Context: an optimization exercise on an open-source flow, tuned for small area, a short achievable clock period and few clock cycles per item. The choices shown serve that exercise and are no tape-out recipe.
In this exercise RTL edits were held to simulation tests only and were not proved equivalent to the original.
The flow treats the clock pin as an ideal source, which a real chip does not have.
Power is estimated from default activity; no workload was simulated.

== run 1 ==
// mnet_codec
module mnet_codec (
    input  wire        clk,
    input  wire        rst,
    input  wire        key_wr,
    input  wire [2:0]  key_len,
    input  wire [47:0] key_data,
    input  wire        tx_hdr_valid,
    output wire        tx_hdr_ready,
    input  wire [7:0]  tx_dst,
    input  wire [7:0]  tx_src,
    input  wire [15:0] tx_type,
    input  wire [7:0]  tx_len,
    input  wire        tx_obf,
    input  wire        tx_pl_valid,
    output wire        tx_pl_ready,
    input  wire [7:0]  tx_pl_data,
    output wire        line_tx_valid,
    input  wire        line_tx_ready,
    output wire [7:0]  line_tx_data,
    input  wire        line_rx_valid,
    input  wire [7:0]  line_rx_data,
    input  wire        rx_obf,
    output wire        rx_valid,
    output wire [7:0]  rx_data,
    output wire        rx_end,
    output wire [7:0]  rx_status
);
    reg [47:0] key;
    reg [3:0]  klast;
    wire key_ok = key_wr && (key_len[2] ? (key_len[1:0] != 2'd3) : (key_len[1:0] == 2'd3));
    always @(posedge clk) begin
        if (rst)
            klast <= 4'd0;
        else if (key_ok)
            klast <= {key_len == 3'd6, key_len == 3'd5, key_len == 3'd4, key_len == 3'd3};
    end
    always @(posedge clk) begin
        if (key_ok)
            key <= key_data;
    end
    mnet_tx u_tx (
        .clk       (clk),
        .rst       (rst),
        .key       (key),
        .klast     (klast),
        .hdr_valid (tx_hdr_valid),
        .hdr_ready (tx_hdr_ready),
        .hdr_dst   (tx_dst),
        .hdr_src   (tx_src),
        .hdr_type  (tx_type),
        .hdr_len   (tx_len),
        .hdr_obf   (tx_obf),
        .pl_valid  (tx_pl_valid),
        .pl_ready  (tx_pl_ready),
        .pl_data   (tx_pl_data),
        .line_valid(line_tx_valid),
        .line_ready(line_tx_ready),
        .line_data (line_tx_data)
    );
  ...
Settings: LEC_CHECK=0, ABC_CLOCK_PERIOD_IN_PS=1800, CAP_MARGIN=20, CORE_MARGIN=2, CORE_UTILIZATION=60, CTS_CLUSTER_DIAMETER=80, CTS_CLUSTER_SIZE=20, SETUP_SLACK_MARGIN=2.75, SLEW_MARGIN=20; clock period 4.5 ns.
standard.sh (not shown) runs the stock make flow with config.mk's settings and CLKGATE_MAP_FILE= SYNTH_SCRIPT=/design/flow/synth_recipe.tcl, a recipe that flattens the netlist after the stock synthesis.
==> flow/flow/run.sh <==
#!/bin/bash
# The standard layout with two changes:
#  - plain buf_1 cells as the port buffers (the standard flow picks a delay
#    buffer); ORFS's repair resizes them as needed;
#  - after CTS, the clock tree's middle level is removed, so the root buffer
#    drives the leaf buffers directly (collapse_cts.tcl).
set -euo pipefail
export BUFFER_PORTS_ARGS="-buffer_cell sky130_fd_sc_hd__buf_1"
export RESULTS=$PWD/orfs/results/$FLOW_PLATFORM/mnet_codec/base
bash standard.sh cts > standard_cts.log 2>&1
openroad -no_init -exit flow/collapse_cts.tcl > collapse_cts.log 2>&1
touch $RESULTS/4_cts.sdc
bash standard.sh finish > standard_finish.log 2>&1
==> flow/flow/collapse_cts.tcl <==
# Make the clock tree two levels deep: the root buffer drives every leaf
# buffer directly, in place of the middle level TritonCTS builds. All leaf
# buffers stay at the same depth, so the tree stays balanced.
set results $::env(RESULTS)
read_db $results/4_cts.odb
set block [ord::get_db_block]
set clknet [$block findNet clk]
set roots {}
foreach it [$clknet getITerms] { lappend roots [$it getInst] }
if {[llength $roots] != 1} { error "clock port drives [llength $roots] cells" }
set root [lindex $roots 0]
set rootnet [[$root findITerm X] getNet]
set mids {}
foreach it [$rootnet getITerms] {
  if {[$it isOutputSignal]} continue
  set inst [$it getInst]
  if {[string match "sky130_fd_sc_hd__clkbuf_*" [[$inst getMaster] getName]]} { lappend mids $inst }
}
set n 0
foreach m $mids {
  set onet [[$m findITerm X] getNet]
  set loads {}
  foreach it [$onet getITerms] { if {![$it isOutputSignal]} { lappend loads $it } }
  set ok 1
  foreach it $loads {
    if {![string match "sky130_fd_sc_hd__clkbuf_*" [[[$it getInst] getMaster] getName]]} { set ok 0 }
  }
  if {!$ok} continue
  foreach it $loads { $it disconnect; $it connect $rootnet }
  [$m findITerm A] disconnect
  [$m findITerm X] disconnect
  odb::dbInst_destroy $m
  odb::dbNet_destroy $onet
  incr n
}
puts "root [$root getName]: removed $n middle clock buffers"
write_db $results/4_cts.odb
Testbench counts of run 1, summed over its fixed seeds: cycles 27,589, items 384.
Changes in run 2 relative to run 1:
- SETUP_SLACK_MARGIN changed from 2.75 to 2.7
- ABC_CLOCK_PERIOD_IN_PS removed (was 1800)
- ABC_AREA newly set to 1
### Flow results
- Against run 1, run 2 reports a design area that is lower.
- Post-route clock skew across run 1 and run 2: no real change.
- On run 2: area of the mapped netlist is about 4% higher than what run 1 gave.
diff inputs: run 2 => run 3
- clearing CTS_CLUSTER_DIAMETER, which used to be 80
- swapping 60 for 40 in CORE_UTILIZATION
- clearing CTS_CLUSTER_SIZE, which used to be 20
- clearing ABC_AREA, which used to be 1
- swapping 2.7 for 2.5 in SETUP_SLACK_MARGIN
- putting ABC_CLOCK_PERIOD_IN_PS at 2000 where nothing was set
==> flow/flow/run.sh <==
#!/bin/bash
# The standard layout, with plain buf_1 cells as the port buffers (the
# standard flow picks a delay buffer); ORFS's repair resizes them as needed.
set -euo pipefail
export BUFFER_PORTS_ARGS="-buffer_cell sky130_fd_sc_hd__buf_1"
bash standard.sh > standard.log 2>&1
removed: flow/flow/collapse_cts.tcl
## What came out
- Compared with run 2, in run 3 sequential power saw little to no change, total routed wire length on the met1 layer grew by 120 um, setup skew after layout saw an increase, synthesized cell count shows a reduction of 234.
- Going from run 2 to run 3, the total design power was found to have gone up by 21%.
- Run 2 -> run 3: highest ir drop seen on vdd decreased by a few percent
- Run 3 vs. run 2: worst setup slack after layout decreased by 90 ps relative to the old numbers, cell area power density increased by 20% relative to the old numbers, first-pass GRT wire length increased by about 5% relative to the old numbers, clock latency on the worst-skew pair increased by 100 ps relative to the old numbers.
- Looking at launch point of the critical path, the u_tx.line_data[7]$_DFFE_PP_ result is from run 2; the u_tx.line_valid$_SDFF_PP0_ one comes from run 3.
#### Input delta (run 4 over run 3)
- ABC_CLOCK_PERIOD_IN_PS: 2000 -> unset
- CORE_UTILIZATION: 40 -> 70
- SETUP_SLACK_MARGIN: 2.5 -> 2.6
- CTS_CLUSTER_DIAMETER: unset -> 80
- ABC_AREA: unset -> 1
- CTS_CLUSTER_SIZE: unset -> 20
==> flow/flow/run.sh <==
#!/bin/bash
# The standard layout with two changes:
#  - plain buf_1 cells as the port buffers (the standard flow picks a delay
#    buffer); ORFS's repair resizes them as needed;
#  - after CTS, the clock tree's middle level is removed, so the root buffer
#    drives the leaf buffers directly (collapse_cts.tcl).
set -euo pipefail
export BUFFER_PORTS_ARGS="-buffer_cell sky130_fd_sc_hd__buf_1"
export RESULTS=$PWD/orfs/results/$FLOW_PLATFORM/mnet_codec/base
bash standard.sh cts > standard_cts.log 2>&1
openroad -no_init -exit flow/collapse_cts.tcl > collapse_cts.log 2>&1
touch $RESULTS/4_cts.sdc
bash standard.sh finish > standard_finish.log 2>&1
==> flow/flow/collapse_cts.tcl (new file) <==
# Make the clock tree two levels deep: the root buffer drives every leaf
# buffer directly, in place of the middle level TritonCTS builds. All leaf
# buffers stay at the same depth, so the tree stays balanced.
set results $::env(RESULTS)
read_db $results/4_cts.odb
set block [ord::get_db_block]
set clknet [$block findNet clk]
set roots {}
foreach it [$clknet getITerms] { lappend roots [$it getInst] }
if {[llength $roots] != 1} { error "clock port drives [llength $roots] cells" }
set root [lindex $roots 0]
set rootnet [[$root findITerm X] getNet]
set mids {}
foreach it [$rootnet getITerms] {
  if {[$it isOutputSignal]} continue
  set inst [$it getInst]
  if {[string match "sky130_fd_sc_hd__clkbuf_*" [[$inst getMaster] getName]]} { lappend mids $inst }
}
set n 0
foreach m $mids {
  set onet [[$m findITerm X] getNet]
  set loads {}
  foreach it [$onet getITerms] { if {![$it isOutputSignal]} { lappend loads $it } }
  set ok 1
  foreach it $loads {
    if {![string match "sky130_fd_sc_hd__clkbuf_*" [[[$it getInst] getMaster] getName]]} { set ok 0 }
  }
  if {!$ok} continue
  foreach it $loads { $it disconnect; $it connect $rootnet }
  [$m findITerm A] disconnect
  [$m findITerm X] disconnect
  odb::dbInst_destroy $m
  odb::dbNet_destroy $onet
  incr n
}
puts "root [$root getName]: removed $n middle clock buffers"
write_db $results/4_cts.odb
Run 3 has higher die area than run 4.
Time the final worst path needs with I/O delays and setup ended up 83 ps lower on run 4 than on run 3.
Cmp run 4 vs run 3: critical path depth higher in run 4
Number of max-cap violations came out exactly the same in run 4 and run 3.
diff inputs: run 4 => run 5
- swapping 70 for 60 in CORE_UTILIZATION
## What came out
- Every run in the comparison, run 4 and run 5, completed the flow with a clean layout.
- Transition time at the pin with the least slew margin ends up higher on run 4.
- Between run 4 and run 5, the post-route total power figures differ only marginally.
- Comparing met2 track demand over resource for run 4 and run 5, the bigger number came from run 4.
- The data required time at the worst endpoint of run 5 is lower than that of run 4.
- When the final numbers for run 4 and run 5 were put side by side, the number of post-CTS setup repair buffers turned out to be smaller in run 5.
- Re sum of routed wire segments on met1: run 5 is 710 um up on run 4.
- From run 5 to run 4, flip-flop and latch count did not move at all.
- In the flow results for run 4 and run 5, the global-route usage is smaller on run 5.
- What run 5 reported for first-iteration DRC count has to be multiplied by 1.6 to get the figure for run 4.

separate check: timing with driven ports:
No port has a modelled driver above. Below, the same layouts with a new extraction and two added sets of constraints. Step 1, drivers: a clkbuf_16 drives clk and a buf_2 each remaining input, both assumed. Step 2 times the ports against the registers' clock, not the clock port: input delays grow and output delays shrink by t, the midpoint of the rising clock arrivals with the driver on. a / b / c = ideal ports / drivers / drivers and shift; a / b = the first two.
| run | t (ns) | slack for setup (ns) | worst setup path after step 2 |
|---|---|---|---|
| run 1 | 0.469 | 2.648 / 2.602 / 2.214 | input to register |
| run 2 | 0.469 | 2.629 / 2.582 / 2.250 | input to register |
| run 3 | 0.567 | 2.539 / 2.492 / 2.050 | input to register |
| run 4 | 0.462 | 2.622 / 2.579 / 2.183 | input to register |
| run 5 | 0.468 | 2.622 / 2.577 / 2.212 | input to register |
After both steps every run listed still meets setup and hold. For run 3, which loses most, drivers alone change the setup slack by -0.047 ns; drivers and shift together by -0.489 ns.
